Source: an optimization exercise on an open RTL-to-GDS flow (aim: small area and a short achievable clock period). Production flows keep margins and buffers that such runs may drop. In this exercise RTL edits were held to simulation tests only and were not proved equivalent to the original. Power is estimated from default activity; no workload was simulated.

**flow/constraint.sdc**
```tcl
create_clock -name core_clock -period 15.0 [get_ports {clk}]
set_input_delay 3.0000 -clock core_clock [delete_from_list [all_inputs] [get_ports {clk}]]
set_output_delay 3.0000 -clock core_clock [all_outputs]
set_load 0.01 [all_outputs]
```
**flow/run.sh**
```bash
#!/bin/bash
# synth_recipe.tcl (not shown) runs the flow's synth.tcl, then flattens the netlist and writes it again
# the make line also repeats each setting of config.mk as NAME=value (left out here)
make -C /OpenROAD-flow-scripts/flow DESIGN_CONFIG=/design/flow/config.mk WORK_HOME=/design/flow/orfs CLKGATE_MAP_FILE= SYNTH_SCRIPT=/design/flow/synth_recipe.tcl finish
```
**flow/design.v**
```verilog
module mf_normalize #(
    parameter EW = 8,    
    parameter MW = 24    
) (
    input  wire [EW-1:0] e_in,
    input  wire [MW-1:0] m_in,
    output reg  [2:0]    e_out,
    output reg  [3:0]    m_out
);
    reg [EW-1:0] e;
    reg [MW-1:0] m;
    reg          sat;
    integer      i;
    always @* begin
        e   = e_in;
        m   = m_in;
        sat = (e_in >= 7);
        for (i = 0; i < 7; i = i + 1) begin
            if (!sat && (m > 15)) begin
                if (e == 0) begin
                    sat = 1'b1;
                end else begin
                    e = e - 1'b1;
                    m = m >> 1;
                end
            end
        end
        if (sat) begin
            e_out = 3'd7;
            m_out = 4'd0;
        end else begin
            e_out = e[2:0];
            m_out = m[3:0];
        end
    end
endmodule
module mf_adder (
    input  wire [7:0] a,
    input  wire [7:0] b,
    output reg  [7:0] y
);
    wire       sa = a[7];
    wire       sb = b[7];
    wire [2:0] ea = a[6:4];
    wire [2:0] eb = b[6:4];
    wire [3:0] ma = a[3:0];
    wire [3:0] mb = b[3:0];
    wire [2:0]  ex = (ea > eb) ? ea : eb;
    wire [10:0] xa = (ea < eb) ? ({7'd0, ma} << (eb - ea)) : {7'd0, ma};
    wire [10:0] xb = (eb < ea) ? ({7'd0, mb} << (ea - eb)) : {7'd0, mb};
    wire        same_sign = (sa == sb);
    wire        a_larger  = (xa > xb);
    wire        tie       = (xa == xb);
    wire [10:0] msum  = xa + xb;
    wire [10:0] mdiff = a_larger ? (xa - xb) : (xb - xa);
    wire [10:0] mraw  = same_sign ? msum : mdiff;
    wire        sres  = same_sign ? sa : (a_larger ? sa : sb);
    wire [2:0] en;
    wire [3:0] mn;
    mf_normalize #(.EW(3), .MW(11)) u_norm (
        .e_in (ex),
        .m_in (mraw),
        .e_out(en),
        .m_out(mn)
    );
    always @* begin
        if (!same_sign && tie)
            y = 8'h00;
        else
            y = {sres, en, mn};
    end
endmodule
module mf_multiplier (
    input  wire [7:0] a,
    input  wire [7:0] b,
    output reg  [7:0] y
);
    wire       s    = a[7] ^ b[7];
    wire [3:0] esum = {1'b0, a[6:4]} + {1'b0, b[6:4]};    
    wire [7:0] p    = a[3:0] * b[3:0];                    
    wire       under = (esum < 4'd2);
    wire [3:0] ebias = esum - 4'd2;                       
    wire [2:0] en;
    wire [3:0] mn;
    mf_normalize #(.EW(4), .MW(8)) u_norm (
        .e_in (ebias),
        .m_in (p),
        .e_out(en),
        .m_out(mn)
    );
    always @* begin
        if (under)
            y = {s, 7'd0};
        else
            y = {s, en, mn};
    end
endmodule
module mf_converter (
    input  wire [7:0]  v,           
    input  wire [31:0] f,           
    output reg  [31:0] to_f32,
    output reg  [7:0]  exact_y,
    output wire        exact_absent,
    output reg  [7:0]  approx_y
);
    wire       vs = v[7];
    wire [2:0] ve = v[6:4];
    wire [3:0] vm = v[3:0];
    reg  [1:0] p;            
    reg  [7:0] xexp;
    reg  [22:0] frac;
    always @* begin
        if (vm[3])      p = 2'd3;
        else if (vm[2]) p = 2'd2;
        else if (vm[1]) p = 2'd1;
        else            p = 2'd0;
        xexp = 8'd125 + {5'd0, ve} + {6'd0, p};
        frac = {19'd0, vm & ~(4'd1 << p)} << (5'd23 - {3'd0, p});
        if (vm == 4'd0)
            to_f32 = {vs, 31'd0};
        else
            to_f32 = {vs, xexp, frac};
    end
    wire        fs = f[31];
    wire [7:0]  fx = f[30:23];
    wire [22:0] ff = f[22:0];
    wire [23:0] dm = (fx == 8'd0) ? {1'b0, ff} : {1'b1, ff};
    wire signed [10:0] de = (fx == 8'd0) ? -11'sd147 : ($signed({3'b000, fx}) - 11'sd148);
    wire        is_zero = (dm == 24'd0);
    reg [4:0]  tz;           
    integer    i;
    always @* begin
        tz = 5'd0;
        for (i = 23; i >= 0; i = i - 1)
            if (dm[i]) tz = i[4:0];
    end
    wire [23:0]        mo  = dm >> tz;                           
    wire signed [10:0] ebo = de + $signed({6'd0, tz});           
    wire               neg = ebo[10];
    wire [2:0] xe;
    wire [3:0] xm;
    mf_normalize #(.EW(8), .MW(24)) u_norm_exact (
        .e_in (ebo[7:0]),
        .m_in (mo),
        .e_out(xe),
        .m_out(xm)
    );
    assign exact_absent = !is_zero && neg;
    always @* begin
        if (is_zero)
            exact_y = {fs, 7'd0};
        else
            exact_y = {fs, xe, xm};
    end
    wire [10:0] rsh = -ebo;                                      
    wire [23:0] ma  = neg ? ((rsh > 11'd23) ? 24'd0 : (mo >> rsh[4:0])) : mo;
    wire [7:0]  ea  = neg ? 8'd0 : ebo[7:0];
    wire [2:0] ae;
    wire [3:0] am;
    mf_normalize #(.EW(8), .MW(24)) u_norm_approx (
        .e_in (ea),
        .m_in (ma),
        .e_out(ae),
        .m_out(am)
    );
    always @* begin
        if (is_zero)
            approx_y = {fs, 7'd0};
        else
            approx_y = {fs, ae, am};
    end
endmodule
module minifloat_unit (
    input  wire        clk,
    input  wire [4:0]  op,
    input  wire [31:0] a,
    input  wire [31:0] b,
    output reg  [31:0] y,
    output reg  [1:0]  st
);
    localparam OP_ZERO     = 5'd0;
    localparam OP_ONE      = 5'd1;
    localparam OP_PACK     = 5'd2;
    localparam OP_SBIT     = 5'd3;
    localparam OP_EXPF     = 5'd4;
    localparam OP_SIGF     = 5'd5;
    localparam OP_ISNEG    = 5'd6;
    localparam OP_ISNNEG   = 5'd7;
    localparam OP_SGN      = 5'd8;
    localparam OP_EQ       = 5'd9;
    localparam OP_NORM     = 5'd10;
    localparam OP_NEG      = 5'd11;
    localparam OP_ADD      = 5'd12;
    localparam OP_SUB      = 5'd13;
    localparam OP_MUL      = 5'd14;
    localparam OP_TOF32    = 5'd15;
    localparam OP_XFROMF32 = 5'd16;
    localparam OP_AFROMF32 = 5'd17;
    localparam ST_OK      = 2'd0;
    localparam ST_ABSENT  = 2'd1;
    localparam ST_ILLEGAL = 2'd2;
    reg [4:0]  op_q;
    reg [31:0] a_q;
    reg [31:0] b_q;
    always @(posedge clk) begin
        op_q <= op;
        a_q  <= a;
        b_q  <= b;
    end
    wire [7:0] va = a_q[7:0];
    wire [7:0] vb = b_q[7:0];
    wire [2:0] norm_e;
    wire [3:0] norm_m;
    mf_normalize #(.EW(8), .MW(24)) u_norm (
        .e_in (a_q[31:24]),
        .m_in (a_q[23:0]),
        .e_out(norm_e),
        .m_out(norm_m)
    );
    wire [7:0] add_b = (op_q == OP_SUB) ? (vb ^ 8'h80) : vb;
    wire [7:0] add_y;
    mf_adder u_add (
        .a(va),
        .b(add_b),
        .y(add_y)
    );
    wire [7:0] mul_y;
    mf_multiplier u_mul (
        .a(va),
        .b(vb),
        .y(mul_y)
    );
    wire [31:0] tof32_y;
    wire [7:0]  xfrom_y;
    wire        xfrom_absent;
    wire [7:0]  afrom_y;
    mf_converter u_conv (
        .v           (va),
        .f           (a_q),
        .to_f32      (tof32_y),
        .exact_y     (xfrom_y),
        .exact_absent(xfrom_absent),
        .approx_y    (afrom_y)
    );
    reg [31:0] y_d;
    reg [1:0]  st_d;
    always @* begin
        y_d  = 32'd0;
        st_d = ST_OK;
        case (op_q)
            OP_ZERO:     y_d = 32'd0;
            OP_ONE:      y_d = 32'h21;
            OP_PACK:     y_d = {24'd0, a_q[16], a_q[10:8], a_q[3:0]};
            OP_SBIT:     y_d = {31'd0, va[7]};
            OP_EXPF:     y_d = {29'd0, va[6:4]};
            OP_SIGF:     y_d = {28'd0, va[3:0]};
            OP_ISNEG:    y_d = {31'd0, va[7]};
            OP_ISNNEG:   y_d = {31'd0, ~va[7]};
            OP_SGN:      y_d = (va[6:0] == 7'd0) ? 32'd0 : (va[7] ? 32'hFF : 32'h01);
            OP_EQ:       y_d = {31'd0, (va == vb)};
            OP_NORM:     y_d = {24'd0, 1'b0, norm_e, norm_m};
            OP_NEG:      y_d = {24'd0, va ^ 8'h80};
            OP_ADD:      y_d = {24'd0, add_y};
            OP_SUB:      y_d = {24'd0, add_y};
            OP_MUL:      y_d = {24'd0, mul_y};
            OP_TOF32:    y_d = tof32_y;
            OP_XFROMF32: begin
                if (xfrom_absent) begin
                    y_d  = 32'd0;
                    st_d = ST_ABSENT;
                end else begin
                    y_d = {24'd0, xfrom_y};
                end
            end
            OP_AFROMF32: y_d = {24'd0, afrom_y};
            default: begin
                y_d  = 32'd0;
                st_d = ST_ILLEGAL;
            end
        endcase
    end
    always @(posedge clk) begin
        y  <= y_d;
        st <= st_d;
    end
endmodule
```
**flow/config.mk**
```make
export PLATFORM = sky130hd
export DESIGN_NAME = minifloat_unit
export DESIGN_NICKNAME = minifloat_unit
export VERILOG_FILES = /design/flow/design.v
export SDC_FILE = /design/flow/constraint.sdc
export NUM_CORES = 4
export LEC_CHECK = 0
export CAP_MARGIN = 20
export CORE_MARGIN = 2
export CORE_UTILIZATION = 40
export SLEW_MARGIN = 20
```
==> results.tsv <==
stage	metric	value	unit
yosys	yosysWarnings	7	
cts	cts_tree	yes	
worst_setup_path	critPathLaunchType	register	
yosys	ys_seq_elements	65	
cts	h-tree-depth	3	
yosys	synth_ff_type	dfxtp_1	
yosys	synth_top_cell_area_share	7.60	%
sta	finalSetupViolCount	0	
worst_setup_path	r2r_slack	0.98	ns
worst_setup_path	crit_type	register to register	
sta	skew	0.0182	ns
die	die_area	51200	sq um
yosys	synthTopCellsByCount	341 x nor2_1, 300 x nand2_1, 189 x a21oi_1	
sta	relSlewSlack	23.4	%
cts	cts_num_sinks	65	
cts	cts_buffers	9	
global_routing	grt_max_degree	45	
pwr	power.static_leakage	8.73	nW
finish	nFillCells	5099	
routing	via_per_inst	6.59	
yosys	synth_area_leaders	ha_1 7.6%, dfxtp_1 6.6%, nor2_1 6.5%	
cts	cts_root_buf	clkbuf_16	
worst_setup_path	path_max_fanout	10	
sta	fmax	71.3	MHz
global_routing	grtUsageTotal	31.3	%
worst_setup_path	critPathMostFrequentCell	ha_1	
die	rows	81	
die	initial_core_util	40.4	%
job	maxCapViolCount	0	
global_routing	grt.overflow.total	0	
hold_path	hold_path.class	register to register	
yosys	ys_seq_area_share	6.59	%
hold_path	hold_start	op_q[4]	
yosys	synthArstFlopShare	0	%
finish	final_nets	3185	
hold_path	hold_path_depth	1	
placed_design	place_ws	0.546	ns
die	die_w	226	um
worst_setup_path	worstPathArrival	14.26	ns
yosys	avgSynthCellArea	6.67	sq um
routing	drc	0	
yosys	synth_largest_area_cell	ha_1	
global_routing	grt_pass1_wl	128	mm
die	pin_count	104	
routing	ant_nets	0	
routing	first_iter_violations	2873	
finish	multiInputGateArea	17200	sq um
worst_setup_path	critPathCaptureType	register	
placed_design	finalWeightedCongestion	1.04	
worst_setup_path	worstPathRequired	15.24	ns
sta	hold_violations	0	
worst_setup_path	r2r_cells	58	
cts	cts_hold_buf	0	
finish	stdcell_count	3654	
routing	vias	24093	
finish	area_growth	10.5	%
worst_setup_path	r2r-end	y[1]	
cts	clkTransAtPathRegs	0.07	ns
finish	finalInstanceArea	21800	sq um
sta	slew_viol_final	0	
routing	avgRoutedWirePerCell	22.5	um
placed_design	dp.cells	3635	
finish	fin_util	44.7	%
global_routing	antenna_found_initial	0	
global_routing	grt_pass1_vias	22378	
hold_path	whs_endpoint	st[1]	
yosys	ys_types	120	
cts	post_cts_buffers	0	
outcome	outcome	finished clean	
sta	period_needed	14.02	ns
worst_setup_path	cpPeakStageDelay	0.71	ns
placed_design	post_dp_cell_area	21400	sq um
finish	seqCellArea	1300	sq um
sta	post-route-period-util	93.4	%
yosys	synth_most_common_cell	nor2_1	
cts	insertion_delay	0.37	ns
pwr	power_density	155	nW/um^2
finish	drive_gt1_share	10.7	%
sta	whs	0.574	ns
pwr	worst_ir_drop_vdd	265	uV
placed_design	dp_hpwl	64.3	mm
sta	setup_ws	0.984	ns
sta	tns	0	ns
routing	wl	82.2	mm
worst_setup_path	crit-reg2reg-launch	b_q[5]	
pwr	finalPower	3.38	mW
routing	drtPass1Iterations	6	
placed_design	numPortBuffers	67	
yosys	syn_inst	2961	
yosys	synth_edf_count	0	
die	die_h	226	um
yosys	synth.cell_area	19700	sq um
cts	cts_buffer_depth	2	
worst_setup_path	cp_slowest_cell	fa_2	
die	core-area	48800	sq um
sta	worstMarginPinSlew	1.14	ns
-- worst max-delay path, delay by kind of cell (launching register included) --
| kind | cells | cell delay, ns |
|---|---|---|
| AO/OA/AOI/OAI | 19 | 4.69 |
| adder cells (fa/ha/maj) | 12 | 3.33 |
| buffers and inverters | 5 | 0.83 |
| flip-flops | 1 | 0.43 |
| multiplexers | 7 | 2.17 |
| AND/OR/NAND/NOR | 15 | 2.44 |
-- kinds of logic (layout without fill, tap and decap cells) --
kind of cell / Yosys count / after routing / synth area share [%]
xor+xnor: 74 / 74 / 3.28
mux: 175 / 175 / 9.31
other cells: 1 / 14 / 0.0190
compound gates: 939 / 939 / 33.8
simple gates: 1231 / 1231 / 31.0
fa+ha+maj: 132 / 132 / 8.82
flops: 65 / 65 / 6.59
buf+inv: 344 / 360 / 7.24
-- state kept, by name, summed over array words and instances (netlist names) --
register	cells
a_q	32
b_q	8
op_q	5
st	2
y	18
-- what timing repair did --
action                                 CTS  global route
gates resized for setup                  0            17
setup endpoints to repair                0             7
endpoints found under the hold margin    0             0
-- how the worst max path moves through the flow --
stage	startpoint	to
6_report	b_q[5]	y[1]
5_1_grt	a_q[5]	y[1]
4_1_cts	b_q[5]	y[1]
3_5_place_dp	b_q[5]	y[1]
3_3_place_gp	b_q[4]	y[0]
2_1_floorplan	a_q[5]	y[1]
-- cell usage in the layout (no fill, tap or decap), types with 31 or more instances in the layout --
cell type	count
nor3_1	121
nor4_1	51
a21oi_1	187
nand4_1	38
xnor2_1	54
a22oi_1	34
a211oi_1	47
inv_1	141
mux2_2	49
ha_1	120
and3_1	40
nand3_1	93
o21ai_0	148
a31oi_1	36
mux2i_1	120
dfxtp_1	65
buf_4	128
clkdlybuf4s50_1	67
o22ai_1	31
nand2_1	299
o211ai_1	51
and2_1	34
nor2_1	340
-- report_power, final --
group          switching, mW  leakage (nW)  internal (mW)
Combinational           1.71          8.03           1.23
Sequential            0.0276         0.543          0.187
Clock                 0.0963         0.153          0.132
-- layer usage --
layer	part of all wire, %	GRT usage (%)	vias up	wire, um
met2	44	50.1	1320	36000
li1	-	-	11180	-
met1	43	41.2	11300	35000
met4	5.0	14.5	0	4100
met5	0	0	-	0
met3	8.6	4.92	293	7100
-- area by class of cell --
class                   instances  share of cell area [%]
diodes                          2                  0.0229
well taps                     664                    3.81
flip-flops and latches         65                    5.96
repair buffers                197                    7.59
clock inverters                 7                   0.390
multi-input cells            2563                    78.7
clock buffers                   9                    1.03
inverters                     147                    2.53

[afterwards: timing with drivers on the ports]
No port has a modelled driver above. Below, the same layout with a new extraction and two added sets of constraints.
Step 1 assumes that a clkbuf_16 drives the clock port and a buf_2 every other input.
Step 2 also shifts input and output timing later by t, the mid clock arrival at the registers, as if the neighbouring blocks saw the same clock.
Three values: ideal ports, drivers, drivers and shift; two values: the first two.
t (ns): 0.410
slack for setup (ns): 0.984 / 0.984 / 0.984
hold slack, ns: 0.574 / 0.574 / 0.574
slew at the worst register clock pin (ns): 0.08 / 0.08
After both steps setup and hold are still met in this run. For this run, drivers alone change the setup slack by 0.000 ns; drivers and shift together by 0.000 ns.
